This is an optimization exercise on Yosys and OpenROAD, whose aim is small area, a short achievable clock period and few clock cycles per item, not a production implementation.
Function was checked by simulation only, so behaviour that the tests miss may differ from the original.
Power and IR drop assume default switching activity.

## flow/design.v

```verilog
module ad5934_freq_encoder (
    input  wire [32:0] rem,
    input  wire        nbit,
    input  wire [31:0] fclk,
    output wire        qbit,
    output wire [32:0] rem_next
);
    wire [33:0] diff = {1'b0, rem} - {2'b00, fclk};
    assign qbit     = ~diff[33];
    assign rem_next = {(qbit ? diff[31:0] : rem[31:0]), nbit};
endmodule
module ad5934_ctrl (
    input  wire         clk,
    input  wire         rst,           
    input  wire         cmd_valid,
    output wire         cmd_ready,
    input  wire [167:0] cmd,
    output reg          rsp_valid,
    output wire [209:0] rsp,
    output wire         bus_req,
    output wire         bus_we,
    output wire [7:0]   bus_addr,
    output wire [7:0]   bus_wdata,
    input  wire         bus_ack,
    input  wire [7:0]   bus_rdata,
    input  wire         bus_err,
    input  wire [31:0]  poll_budget
);
    localparam [2:0] CTL_IDLE     = 3'd0,
                     CTL_STANDBY  = 3'd1,
                     CTL_INITED   = 3'd2,
                     CTL_SWEEPING = 3'd3,
                     CTL_COMPLETE = 3'd4,
                     CTL_FAULTED  = 3'd5;
    reg        rdy;                  
    reg [2:0]  ctl;
    reg        configured;
    reg [2:0]  r_status;
    reg        r_sv, r_pv, r_code;
    reg        r_ill, r_ber, r_stf, r_i1, r_i2;
    reg        c_clr, c_inc, c_cmp, c_rep, c_fz, c_finc;
    reg        breq, bwe;
    reg [4:0]  baddr;                
    reg [7:0]  bwdata;
    reg [7:0]  op;
    reg [32:0] S;                    
    reg [23:0] Q;                    
    reg [31:0] Creg;                 
    reg [11:0] t_set;                
    reg        fA, fB;               
    reg [24:0] tB;
    reg [8:0]  t_ninc;
    reg [15:0] t_rep;
    reg        dv_run, dv_sec, chk, pend, cfg_ok, cmp_pend, add;
    reg [4:0]  dv_cnt;
    reg [7:0]  st, rh, rl, ih, il;
    reg        to_flag;
    reg [24:0] p_start, p_inc;
    reg [8:0]  p_ninc;
    reg [15:0] p_rep;
    reg [8:0]  idx;
    reg [15:0] cnt;                  
    reg [31:0] sum_re, sum_im;
    reg [31:0] fail_polls;
    reg [33:0] pf;                   
    wire [7:0] cop = cmd[7:0];
    wire       ctl_cfgok = (ctl == CTL_IDLE) || (ctl == CTL_STANDBY);
    reg        c_legal, c_bus, c_div;
    always @(*) begin
        c_bus = 1'b0;
        c_div = 1'b0;
        case (cop)
            8'h01: begin c_legal = 1'b1; c_div = 1'b1; end
            8'h02: begin c_legal = ctl_cfgok; c_div = 1'b1; end
            8'h03, 8'h04, 8'h05: begin c_legal = ctl_cfgok; c_bus = 1'b1; end
            8'h10: begin c_legal = 1'b1; c_bus = 1'b1; end
            8'h11: begin c_legal = (ctl != CTL_FAULTED); c_bus = 1'b1; end
            8'h12: begin c_legal = (ctl == CTL_STANDBY) && configured; c_bus = 1'b1; end
            8'h13: begin c_legal = (ctl == CTL_INITED); c_bus = 1'b1; end
            8'h20: begin c_legal = (ctl == CTL_SWEEPING); c_bus = 1'b1; end
            default: c_legal = 1'b0;
        endcase
    end
    wire       accept = rdy && cmd_valid;
    wire [31:0] c_clk = cmd[1] ? cmd[103:72] : cmd[71:40];    
    wire is_enc  = (op == 8'h01);
    wire is_cfg  = (op == 8'h02);
    wire is_poll = (op == 8'h20);
    wire is_stby = (op == 8'h10);
    wire is_pd   = (op == 8'h11);
    wire is_init = (op == 8'h12);
    wire is_strt = (op == 8'h13);
    wire        q;
    wire [32:0] S_it;
    ad5934_freq_encoder u_enc (.rem(S), .nbit(Q[23]), .fclk(Creg), .qbit(q), .rem_next(S_it));
    wire ovfA = fA || (S[32:1] >= Creg);
    wire ovfB = fB || ({tB, Creg[31:25]} >= Creg);
    wire ack  = breq && bus_ack;
    wire okk  = ack && !bus_err;
    wire berr = ack && bus_err;
    wire p_more = (cnt != 16'd1);
    wire p_last = (idx == p_ninc);
    wire p_done = st[2];
    wire p_inc_d = !p_more && !p_done && !p_last;
    wire p_cmp_d = !p_more && p_done && p_last;
    wire p_flt_d = !p_more && (p_done ^ p_last);
    reg [7:0] rmw_mask, rmw_or;
    always @(*) begin
        rmw_mask = 8'h07;
        case (op)
            8'h03: begin rmw_mask = 8'hF9; rmw_or = {5'd0, S[9:8], 1'b0}; end
            8'h04: begin rmw_mask = 8'hFE; rmw_or = {7'd0, S[8]}; end
            8'h05: begin rmw_mask = 8'hF7; rmw_or = {4'd0, S[8], 3'd0}; end
            8'h10: rmw_or = 8'hB0;
            8'h11: rmw_or = 8'hA0;
            8'h12: rmw_or = 8'h10;
            8'h13: rmw_or = 8'h20;
            default: rmw_or = p_inc_d ? 8'h30 : 8'h40;
        endcase
    end
    wire [4:0] nb     = baddr + 5'd1;
    wire       fixed  = (baddr[3:0] >= 4'd7);
    wire       cfg_free = cfg_ok && (!breq || okk) && !(baddr[3:0] == 4'hB);
    wire       take   = cfg_free && (fixed || pend);
    reg  [7:0] fixbyte;
    always @(*) begin
        case (nb[1:0])
            2'd0: fixbyte = {7'd0, p_ninc[8]};
            2'd1: fixbyte = p_ninc[7:0];
            2'd2: fixbyte = {4'd0, t_set[11:8]};
            default: fixbyte = t_set[7:0];
        endcase
    end
    wire dv_step  = dv_run && (dv_cnt != 5'd24) && (!pend || take);
    wire dv_byte  = (dv_cnt[2:0] == 3'd7);      
    wire [32:0] fail_next = {1'b0, fail_polls} + 33'd1;
    always @(posedge clk) begin
        rsp_valid <= 1'b0;
        c_clr <= 1'b0; c_inc <= 1'b0; c_cmp <= 1'b0;
        c_rep <= 1'b0; c_fz  <= 1'b0; c_finc <= 1'b0;
        add   <= 1'b0;
        chk   <= 1'b0;
        cmp_pend <= 1'b0;
        fA     <= |cmd[39:33];
        fB     <= |cmd[71:65];
        tB     <= cmd[64:40];
        t_ninc <= cmd[112:104];
        t_rep  <= cmd[151:136];
        to_flag <= (fail_next >= {1'b0, poll_budget});
        if (rdy) begin
            op    <= cop;
            S     <= {cmd[32:8], c_clk[31:24]};
            Q     <= c_clk[23:0];
            Creg  <= c_clk;
            t_set <= cmd[124:113];
            bwe   <= 1'b0;
            baddr <= (cop == 8'h20) ? 5'h0F : {4'd0, (cop == 8'h05) || (cop == 8'h02)};
            dv_cnt <= 5'd0;
            dv_sec <= 1'b0;
            pend   <= 1'b0;
            cfg_ok <= 1'b0;
        end
        if (accept) begin
            rdy    <= 1'b0;
            breq   <= c_legal && c_bus;
            dv_run <= c_legal && c_div;
            chk    <= c_legal && c_div;
            if (!c_legal) begin
                rsp_valid <= 1'b1;
                r_status <= 3'd5;
                r_sv <= 1'b0; r_pv <= 1'b0; r_code <= 1'b0;
                r_ill <= 1'b1; r_ber <= 1'b0; r_stf <= 1'b0; r_i1 <= 1'b0; r_i2 <= 1'b0;
            end
        end
        if (rsp_valid) begin
            rdy <= 1'b1;
            if (c_clr || c_inc || c_cmp || c_rep || c_fz)
                fail_polls <= 32'd0;
            if (c_finc)
                fail_polls <= fail_next[31:0];
            if (c_clr || c_inc || c_cmp) begin
                cnt    <= p_rep;
                sum_re <= 32'd0;
                sum_im <= 32'd0;
            end
            if (c_rep)
                cnt <= cnt - 16'd1;
            if (c_clr) begin
                idx <= 9'd0;
                pf  <= {9'd0, p_start};
            end
            if (c_inc) begin
                idx <= idx + 9'd1;
                pf  <= pf + {9'd0, p_inc};
            end
        end
        if (add) begin
            sum_re <= sum_re + {{16{rh[7]}}, rh, rl};
            sum_im <= sum_im + {{16{ih[7]}}, ih, il};
        end
        if (dv_step) begin
            S      <= S_it;
            Q      <= {Q[22:0], q};
            dv_cnt <= dv_cnt + 5'd1;
            if (dv_byte && is_cfg)
                pend <= 1'b1;
            if (dv_cnt == 5'd23 && is_enc) begin
                dv_run    <= 1'b0;
                rsp_valid <= 1'b1;
                r_status <= 3'd0;
                r_sv <= 1'b0; r_pv <= 1'b0; r_code <= 1'b1;
                r_ill <= 1'b0; r_ber <= 1'b0; r_stf <= 1'b0; r_i1 <= 1'b0; r_i2 <= 1'b0;
            end
        end
        if (chk) begin
            if (ovfA || (is_cfg && (ovfB || (t_set[11:10] == 2'b10) || (t_rep == 16'd0)))) begin
                dv_run    <= 1'b0;
                rsp_valid <= 1'b1;
                r_status <= (!ovfA && !ovfB) ? 3'd4 : 3'd2;
                r_sv <= 1'b0; r_pv <= 1'b0; r_code <= 1'b0;
                r_ill <= 1'b0; r_ber <= 1'b0; r_stf <= 1'b0;
                r_i1 <= is_cfg && (ovfA || (!ovfB && (t_set[11:10] == 2'b10)));
                r_i2 <= is_cfg && !ovfA && (ovfB || (t_set[11:10] != 2'b10));
            end else if (is_cfg) begin
                cfg_ok  <= 1'b1;
                p_start <= S[32:8];
                p_inc   <= tB;
                p_ninc  <= t_ninc;
                p_rep   <= t_rep;
            end
        end
        if (take) begin
            breq   <= 1'b1;
            bwe    <= 1'b1;
            baddr  <= nb;
            bwdata <= fixed ? fixbyte : Q[7:0];
            if (!fixed) begin
                pend <= 1'b0;
                if (dv_cnt == 5'd24) begin
                    if (!dv_sec) begin
                        S      <= {p_inc, Creg[31:24]};
                        Q      <= Creg[23:0];
                        dv_cnt <= 5'd0;
                        dv_sec <= 1'b1;
                    end else begin
                        dv_run <= 1'b0;
                    end
                end
            end
        end
        if (cmp_pend) begin
            rsp_valid <= 1'b1;
            ctl      <= CTL_COMPLETE;
            c_cmp    <= 1'b1;
            r_status <= 3'd0;
            r_sv <= 1'b1; r_pv <= 1'b1; r_code <= 1'b0;
            r_ill <= 1'b0; r_ber <= 1'b0; r_stf <= 1'b0; r_i1 <= 1'b0; r_i2 <= 1'b0;
        end
        if (okk) begin
            if (is_cfg) begin
                if (baddr[3:0] == 4'hB) begin
                    breq       <= 1'b0;
                    cfg_ok     <= 1'b0;
                    configured <= 1'b1;
                    rsp_valid  <= 1'b1;
                    r_status <= 3'd0;
                    r_sv <= 1'b0; r_pv <= 1'b0; r_code <= 1'b0;
                    r_ill <= 1'b0; r_ber <= 1'b0; r_stf <= 1'b0; r_i1 <= 1'b0; r_i2 <= 1'b0;
                end else if (!take) begin
                    breq <= 1'b0;
                end
            end else if (is_poll && baddr[3]) begin
                case (baddr[2:0])
                    3'd7: begin
                        st <= bus_rdata;
                        if (bus_rdata[1]) begin
                            baddr <= 5'h14;
                        end else begin
                            breq      <= 1'b0;
                            rsp_valid <= 1'b1;
                            r_status <= to_flag ? 3'd3 : 3'd0;
                            r_sv <= 1'b0; r_pv <= 1'b0; r_code <= 1'b0;
                            r_ill <= 1'b0; r_ber <= 1'b0; r_stf <= 1'b0; r_i1 <= 1'b0; r_i2 <= 1'b0;
                            if (to_flag) ctl <= CTL_FAULTED;
                            c_finc <= !to_flag;
                        end
                    end
                    default: ;
                endcase
            end else if (is_poll && baddr[4]) begin
                baddr <= baddr + 5'd1;
                case (baddr[1:0])
                    2'd0: rh <= bus_rdata;
                    2'd1: rl <= bus_rdata;
                    2'd2: ih <= bus_rdata;
                    default: begin
                        il  <= bus_rdata;
                        add <= 1'b1;
                        if (p_cmp_d) begin
                            breq     <= 1'b0;
                            cmp_pend <= 1'b1;
                        end else if (p_flt_d) begin
                            breq      <= 1'b0;
                            rsp_valid <= 1'b1;
                            ctl       <= CTL_FAULTED;
                            r_status <= 3'd1;
                            r_sv <= 1'b0; r_pv <= 1'b0; r_code <= 1'b0;
                            r_ill <= 1'b0; r_ber <= 1'b0; r_stf <= 1'b1; r_i1 <= 1'b0; r_i2 <= 1'b0;
                        end else begin
                            baddr <= 5'h00;
                        end
                    end
                endcase
            end else if (!bwe) begin
                bwe    <= 1'b1;
                bwdata <= (bus_rdata & rmw_mask) | rmw_or;
            end else begin
                breq      <= 1'b0;
                rsp_valid <= 1'b1;
                r_status <= 3'd0;
                r_sv <= is_poll; r_pv <= is_poll && p_inc_d; r_code <= 1'b0;
                r_ill <= 1'b0; r_ber <= 1'b0; r_stf <= 1'b0; r_i1 <= 1'b0; r_i2 <= 1'b0;
                if (is_stby) ctl <= CTL_STANDBY;
                if (is_pd)   ctl <= CTL_IDLE;
                if (is_init) ctl <= CTL_INITED;
                if (is_strt) ctl <= CTL_SWEEPING;
                c_clr <= is_stby || is_pd || is_init;
                c_fz  <= is_strt;
                c_inc <= is_poll && p_inc_d;
                c_rep <= is_poll && !p_inc_d;
            end
        end
        if (berr) begin
            breq      <= 1'b0;
            dv_run    <= 1'b0;
            cfg_ok    <= 1'b0;
            ctl       <= CTL_FAULTED;
            if (is_cfg) configured <= 1'b0;
            rsp_valid <= 1'b1;
            r_status <= 3'd1;
            r_sv <= 1'b0; r_pv <= 1'b0; r_code <= 1'b0;
            r_ill <= 1'b0; r_ber <= 1'b1; r_stf <= 1'b0; r_i1 <= 1'b0; r_i2 <= 1'b0;
        end
        if (rst) begin
            rdy        <= 1'b1;
            rsp_valid  <= 1'b0;
            breq       <= 1'b0;
            ctl        <= CTL_IDLE;
            configured <= 1'b0;
            dv_run     <= 1'b0;
            chk        <= 1'b0;
            pend       <= 1'b0;
            cfg_ok     <= 1'b0;
            cmp_pend   <= 1'b0;
            add        <= 1'b0;
            c_clr <= 1'b0; c_inc <= 1'b0; c_cmp <= 1'b0;
            c_rep <= 1'b0; c_fz  <= 1'b0; c_finc <= 1'b0;
        end
    end
    assign cmd_ready = rdy;
    assign bus_req   = breq;
    assign bus_we    = bwe;
    assign bus_addr  = {3'b100, baddr};
    assign bus_wdata = bwdata;
    wire [15:0] info = r_ill ? {5'd0, ctl, op} :
                       r_ber ? {7'd0, bwe, 3'b100, baddr} :
                       r_stf ? {8'h02, st} :
                               {14'd0, r_i2, r_i1};
    assign rsp[2:0]     = r_status;
    assign rsp[5:3]     = ctl;
    assign rsp[6]       = r_sv;
    assign rsp[7]       = r_pv;
    assign rsp[23:8]    = info;
    assign rsp[47:24]   = r_code ? Q : 24'd0;
    assign rsp[63:48]   = r_sv ? {rh, rl} : 16'd0;
    assign rsp[79:64]   = r_sv ? {ih, il} : 16'd0;
    assign rsp[88:80]   = r_pv ? idx : 9'd0;
    assign rsp[129:89]  = r_pv ? {7'd0, pf} : 41'd0;
    assign rsp[161:130] = r_pv ? sum_re : 32'd0;
    assign rsp[193:162] = r_pv ? sum_im : 32'd0;
    assign rsp[209:194] = r_pv ? p_rep : 16'd0;
endmodule
```

## flow/run.sh

```bash
#!/bin/bash
# synth_recipe.tcl (not shown) runs the flow's synth.tcl, then flattens the netlist and writes it again
# the make line also repeats each setting of config.mk as NAME=value (left out here)
make -C /OpenROAD-flow-scripts/flow DESIGN_CONFIG=/design/flow/config.mk WORK_HOME=/design/flow/orfs CLKGATE_MAP_FILE= SYNTH_SCRIPT=/design/flow/synth_recipe.tcl finish
```

## flow/config.mk

```make
export PLATFORM = sky130hd
export DESIGN_NAME = ad5934_ctrl
export DESIGN_NICKNAME = ad5934_ctrl
export VERILOG_FILES = /design/flow/design.v
export SDC_FILE = /design/flow/constraint.sdc
export NUM_CORES = 4
export LEC_CHECK = 0
export CAP_MARGIN = 20
export CORE_MARGIN = 2
export CORE_UTILIZATION = 40
export PLACE_DENSITY = 0.6
export SLEW_MARGIN = 20
```

## flow/constraint.sdc

```tcl
create_clock -name core_clock -period 8.0 [get_ports {clk}]
set_input_delay 1.6000 -clock core_clock [delete_from_list [all_inputs] [get_ports {clk}]]
set_output_delay 1.6000 -clock core_clock [all_outputs]
set_load 0.01 [all_outputs]
```

==> results_dict.tcl <==
set metrics [dict create \
    status "timing/DRC/antenna clean" \
    rsz0062_at_grt "false" \
    slowest_delay_ns 0.71 \
    synth_edf_count 322 \
    place_area_um2 34030 \
    yosysSeqAreaShare_pct 44.16 \
    cts_buffers 55 \
    viasPerCell 5.495 \
    grt_pass1_wl_mm 136.7 \
    avgRoutedWirePerCell_um 21.35 \
    finalCritPeriodShare_pct 55.20 \
    floorplan.initialDensity_pct 40.57 \
    synthArstFlopShare_pct 0 \
    grt_pass1_vias 22930 \
    syn_to_final_growth_pct 23.27 \
    grt.met3_usage_pct 4.177 \
    peakVddDrop_v 0.0001799 \
    cp_slowest_cell "buf_4" \
    power_density_nw_per_um2 173.4 \
    cp.arrival_ns 2.82 \
    cp-end-kind "output port" \
    path_cells "buf_4 > and2_1 > clkdlybuf4s50_1" \
    dr.first_iter.drc_count 1796 \
    ios 443 \
    clock_latency_ns 0.62 \
    start_kind "flip-flop" \
    tightestPinTransition_ns 1.078 \
    use_met2_pct 36.90 \
    hold_viol 0 \
    finalSetupViolCount 0 \
    antenna_found_initial 11 \
    place.gp.congestion 0.9131 \
    hold_start "t_ninc[2]$_DFF_P_" \
    startpoint "r_pv$_SDFF_PP0_" \
    die_area_um2 75050 \
    maxSlewHeadroom_pct 28.06 \
    crit_required_ns 6.40 \
    numClockSinks 482 \
    rows 98 \
    top_usage_layer "met2" \
    yosysUniqueCellTypes 88 \
    postCtsSetupRepairBufs 0 \
    ctsHoldBuffers 0 \
    worstHoldEndpoint "p_ninc[2]$_DFFE_PP_" \
    use_met1_pct 32.87 \
    syn_avg_cell_area_um2 10.10 \
    final_nets 3706 \
    drive_gt1_share_pct 6.751 \
    grt_max_degree 109 \
    drc_errors 0 \
    cts_tree "built" \
    leakagePower_nw 14.13 \
    final.setup.tns_ns 0 \
    r2r-end "S[27]$_DFF_P_" \
    layout_commonest_cell "clkdlybuf4s50_1" \
    drt_first_pass_iters 6 \
    synth_top_flop_cell "edfxtp_1" \
    max_freq_mhz 226.5 \
    syn_inst 2887 \
    fin_crit_ns 4.416 \
    cp_top_family "buffers and inverters" \
    ant_nets 0 \
    reg2reg_from "Creg[1]$_DFFE_PP_" \
    htreeDepth 2 \
    hold_depth 0 \
    hp-class "flip-flop to flip-flop" \
    ys_warn_count 1 \
    num_vias 23420 \
    crit_fanout 108 \
    grt-ovfl-total 0 \
    reg2regPathDepth 12 \
    wirelength_mm 91.01 \
    die_w_um 274.0 \
    path_clk_slew_ns 0.06 \
    clk_path_buf_depth 3 \
    drv_cap 0 \
    dpl.hpwl_mm 69.34 \
    clockRootBuffer "clkbuf_16" \
    portBuffers 400 \
    report.final.slew_viol_count 0 \
    grt_usage_pct 23.56 \
    post_cts_resized 0 \
    syn_area_um2 29150 \
    yosys_register_bits 482 \
    dieHeight_um 274.0 \
    worst_clock_skew_ns 0.03799 \
    coreArea_um2 71850 \
    fin_area_um2 35930 \
    critPathBufInv 2 \
    mostFrequentLayoutCells "clkdlybuf4s50_1, edfxtp_1, and2_1" \
    r2r_setup_slack_ns 3.61 \
    fin_util_pct 50.01 \
    critPathKind "flip-flop to output port" \
]
how the worst max path moves through the flow:
stage,to,slack [ns],cells past startpoint
2_1_floorplan,p_inc[0]$_DFFE_PP_,3.72,10
3_3_place_gp,S[27]$_DFF_P_,3.13,9
4_1_cts,rsp[109],3.54,3
3_5_place_dp,S[27]$_DFF_P_,3.06,9
5_1_grt,p_start[9]$_DFFE_PP_,3.33,11
6_report,rsp[109],3.58,3
routing by layer:
layer	share of wire, %	routed length (µm)
met5	0.025	23
met4	3.1	2861
met3	6.9	6245
met2	45	40560
met1	45	41320
sequential cells by signal, summed over array words and instances, names as in the netlist, 32 cells and up:
register and cells:
Creg 32, S 33, fail_polls 32, pf 34, sum_im 32, sum_re 32
cells in the mapped netlist, types with 58 or more instances:
cell type  instances  area share (%)
dfxtp_1          160              11
inv_1            121             1.6
ha_1             230             9.9
nor2_1           168             2.2
o21ai_0          162             2.8
clkbuf_1          86             1.1
mux2i_1           65             2.2
nand2_1          188             2.4
xnor2_1          101             3.0
mux2_2            77             3.0
xor2_1            58             1.7
a21o_1            86             2.2
and2_1           275             5.9
nand3_1           78             1.3
edfxtp_1         322              33
a21oi_1          183             3.1
power breakdown:
group / internal (W) / switching [W] / leakage [nW] / total, W
Clock: 0.00159 / 0.00106 / 0.900 / 0.00265
Sequential: 0.00272 / 0.0000931 / 4.25 / 0.00282
Combinational: 0.000368 / 0.000395 / 8.98 / 0.000763
logic make-up after synthesis:
| family | share of synthesized area [%] |
|---|---|
| and+or+nand+nor | 17.53 |
| adders and majority gates | 10.15 |
| muxes | 5.207 |
| xor gates and xnor gates | 4.777 |
| AOI/OAI and AO/OA | 14.85 |
| DFF | 44.16 |
| buffers and inverters | 3.305 |
| other | 0.02576 |
cell type report:
cell class / instances / area (µm²)
Timing Repair Buffer: 417 / 4126
Multi-Input combinational cell: 2181 / 15380
Antenna cell: 9 / 22.52
Tap cell: 950 / 1189
Clock buffer: 71 / 1468
Clock inverter: 30 / 407.9
Sequential cell: 482 / 12880
Inverter: 122 / 457.9
Fill cell: 6563 / 35920
metrics by stage:
step                instances  total power, W  hold WS (ns)  worst slack (ns)
finish                   4262        0.006231        0.4011             3.584
global route             4258        0.006455        0.4131             3.334
CTS                      4253        0.006273        0.4025             3.541
detailed placement       4152        0.003619        0.3895             3.058
global placement         4152        0.003597        0.3904             3.131
floorplan                2900        0.003329        0.3855             3.716
Testbench counts, summed over its fixed seeds: cycles 51,817, commands 4,800.

==> static timing again, ports no longer ideal <==
Ports are ideal in the flow. The routed layout listed here was re-timed in OpenROAD.
Step 1 assumes that a clkbuf_16 drives the clock port and a buf_2 every other input.
Step 2 times the ports against the registers' clock, not the clock port: input delays grow and output delays shrink by t, the midpoint of the rising clock arrivals with the driver on.
Three values: ideal ports, drivers, drivers and shift; two values: the first two.
t, ns: 0.661
setup slack, ns: 3.584 / 3.525 / 3.002
worst setup path after step 2: input to register
slew at the worst register clock pin (ns): 0.07 / 0.07
worst slew at a driven data input, ns: 0.14
After both steps this run still meets setup and hold. The setup slack of this run moves by -0.059 ns with the drivers and by -0.582 ns with both steps.
